Background: an optimization exercise with open tools, aiming at small area, a short achievable clock period and few clock cycles. Do not read the settings as production practice.
Only simulation tests tie the RTL to the original design; equivalence was not proved.
Power figures rest on the tool's default switching activity, not on a simulated workload.

Design pluto_rx, start of the top module:
module pluto_rx (
    input  wire        clk,
    input  wire        rst,
    input  wire        cmd_valid,
    output wire        cmd_ready,
    input  wire [7:0]  cmd,
    input  wire        in_valid,
    output wire        in_ready,
    input  wire [7:0]  in_data,
    input  wire [3:0]  in_nbits,
    input  wire        in_last,
    output reg         out_valid,
    output reg  [7:0]  out_byte,
    output reg         rsp_valid,
    output wire [3:0]  rsp_status,
    output reg  [2:0]  rsp_sub,
    output reg  [31:0] rsp_value
);
Size: about 430 flip-flops, about 76 I/O pins, about 0.022 sq mm of cells after synthesis.
Settings: LEC_CHECK=0, ABC_AREA=1, CAP_MARGIN=20, CORE_MARGIN=2, CORE_UTILIZATION=72, CTS_CLUSTER_DIAMETER=90, CTS_CLUSTER_SIZE=24, SLEW_MARGIN=20; clock period 10.0 ns.
standard.sh (not shown) runs the stock make flow with config.mk's settings and CLKGATE_MAP_FILE= SYNTH_SCRIPT=/design/flow/synth_recipe.tcl, a recipe that flattens the netlist after the stock synthesis.
==> flow/flow/run.sh <==
#!/bin/bash
# The standard layout (standard.sh), with timing repair aimed at a 3.2 ns
# clock (setup margin 6.8 ns at the 10 ns constraint), plain buf_2 cells as
# the port buffers, and no separate adder-cell mapping in synthesis (ABC maps
# the adders with the rest of the logic). Full tool output is in standard.log.
set -e
bash standard.sh SETUP_SLACK_MARGIN=6.8 ADDER_MAP_FILE= \
    BUFFER_PORTS_ARGS="-buffer_cell sky130_fd_sc_hd__buf_2" finish > standard.log 2>&1
The starting point produced a clean layout.
Testbench counts at the start, summed over its fixed seeds: cycles 38,315.
Next try:
CORE_UTILIZATION = 65   (was 72)
Via count fell by 2.3%. Design area barely changes. Setup slack gets better by 0.041 ns. Worst hold slack barely changes. Die area is higher by 11%. Global-route usage fell by 3.3 points. First-iteration DRC count decreases by 22%. Utilization fell by 8.3 points. Area after synthesis does not change.

* * *

Setup of the baseline:
pluto_rx, a different RTL version from the one above (not shown whole).
Size in the first run: about 2900 cells after synthesis, roughly 490 flip-flops, about 76 I/O pins.
Settings: LEC_CHECK=0, ABC_AREA=1, CAP_MARGIN=20, CORE_MARGIN=2, CORE_UTILIZATION=55, SLEW_MARGIN=20; clock period 10.0 ns.
==> flow/flow/run.sh <==
#!/bin/bash
# The standard layout (standard.sh), with timing repair aimed at a 3 ns
# clock (setup margin 7 ns at the 10 ns constraint), plain buf_2 cells as
# the port buffers, and no separate adder-cell mapping in synthesis (ABC maps
# the adders with the rest of the logic). Full tool output is in standard.log.
set -e
bash standard.sh SETUP_SLACK_MARGIN=7 ADDER_MAP_FILE= \
    BUFFER_PORTS_ARGS="-buffer_cell sky130_fd_sc_hd__buf_2" finish > standard.log 2>&1
Testbench counts of the baseline, summed over its fixed seeds: cycles 38,315.
Setup changes, the baseline to the candidate
==> flow/flow/run.sh <==
#!/bin/bash
# The standard layout (standard.sh), with timing repair aimed at a 3.5 ns
# clock (setup margin 6.5 ns at the 10 ns constraint), plain buf_2 cells as
# the port buffers, and no separate adder-cell mapping in synthesis (ABC maps
# the adders with the rest of the logic). Full tool output is in standard.log.
set -e
bash standard.sh SETUP_SLACK_MARGIN=6.5 ADDER_MAP_FILE= \
    BUFFER_PORTS_ARGS="-buffer_cell sky130_fd_sc_hd__buf_2" finish > standard.log 2>&1
[summary]
Side by side, met3 usage turned out higher in the candidate than in the baseline.
Total power of the candidate is lower than that of the baseline.
| fraction of power spent switching nets | the baseline vs the candidate | ≈ equal |

* * *

pluto_rx again, from the RTL that the note above started with.
## pluto_rx
module pluto_rx (
    input  wire        clk,
    input  wire        rst,
    input  wire        cmd_valid,
    output wire        cmd_ready,
    input  wire [7:0]  cmd,
    input  wire        in_valid,
    output wire        in_ready,
    input  wire [7:0]  in_data,
    input  wire [3:0]  in_nbits,
    input  wire        in_last,
    output reg         out_valid,
    output reg  [7:0]  out_byte,
    output reg         rsp_valid,
    output wire [3:0]  rsp_status,
    output reg  [2:0]  rsp_sub,
    output reg  [31:0] rsp_value
);
Settings: LEC_CHECK=0, ABC_AREA=1, CAP_MARGIN=20, CORE_MARGIN=2, CORE_UTILIZATION=65, SLEW_MARGIN=20; clock period 10.0 ns.
==> flow/flow/run.sh <==
#!/bin/bash
# The standard layout (standard.sh), with timing repair aimed at a 3.5 ns
# clock (setup margin 6.5 ns at the 10 ns constraint), plain buf_2 cells as
# the port buffers, and no separate adder-cell mapping in synthesis (ABC maps
# the adders with the rest of the logic). Full tool output is in standard.log.
set -e
bash standard.sh SETUP_SLACK_MARGIN=6.5 ADDER_MAP_FILE= \
    BUFFER_PORTS_ARGS="-buffer_cell sky130_fd_sc_hd__buf_2" finish > standard.log 2>&1
The baseline finished with timing, DRC and antenna clean.
Testbench counts at the start, summed over its fixed seeds: cycles 38,315.
Next try:
==> flow/flow/run.sh (replaced) <==
#!/bin/bash
# The standard layout (standard.sh), with timing repair aimed at a 3.2 ns
# clock (setup margin 6.8 ns at the 10 ns constraint), plain buf_2 cells as
# the port buffers, and no separate adder-cell mapping in synthesis (ABC maps
# the adders with the rest of the logic). Full tool output is in standard.log.
set -e
bash standard.sh SETUP_SLACK_MARGIN=6.8 ADDER_MAP_FILE= \
    BUFFER_PORTS_ARGS="-buffer_cell sky130_fd_sc_hd__buf_2" finish > standard.log 2>&1
Result:
- maximum frequency went up by 3.3%
- utilization went up by 0.38 points
- synthesized cell count is unchanged
- register-to-register slack gains 200 ps
- final cell count rose by 0.43%
- global-route usage decreases by 0.62 points
- design area climbs by 0.53%
- sequential share of layout area went down by 0.19 points

## separate check: timing with driven ports
In the flow no input, the clock included, has a driving cell. The finished layouts below were timed again as built, in two steps.
Step 1 assumes that a clkbuf_16 drives the clock port and a buf_2 every other input.
Step 2, shift: input delay + t, output delay - t, t = (earliest + latest rising clock arrival at the registers) / 2. This alone moves slack from input paths to output paths.
Three values: no drivers, after step 1, after step 2; two values: the first two.
| run | shift t [ns] | setup slack, ns | slew at the worst register clock pin (ns) | cell pins on the clock port's net |
|---|---|---|---|---|
| the first run of note 1 | 0.617 | 6.811 / 6.754 / 6.656 | 0.11 / 0.11 | 1 |
| the second run of note 1 | 0.599 | 6.852 / 6.796 / 6.685 | 0.10 / 0.10 | 1 |
| the baseline | 0.653 | 6.884 / 6.826 / 6.849 | 0.06 / 0.06 | 1 |
| the candidate | 0.653 | 6.752 / 6.728 / 6.752 | 0.07 / 0.07 | 1 |
| the first run of note 3 | 0.641 | 6.735 / 6.681 / 6.752 | 0.07 / 0.07 | 1 |
| the second run of note 3 | 0.647 | 6.840 / 6.787 / 6.892 | 0.07 / 0.07 | 1 |
After both steps every run listed still meets setup and hold. The setup slack of the second run of note 1, which loses most, moves by -0.056 ns with the drivers and by -0.167 ns with both steps.
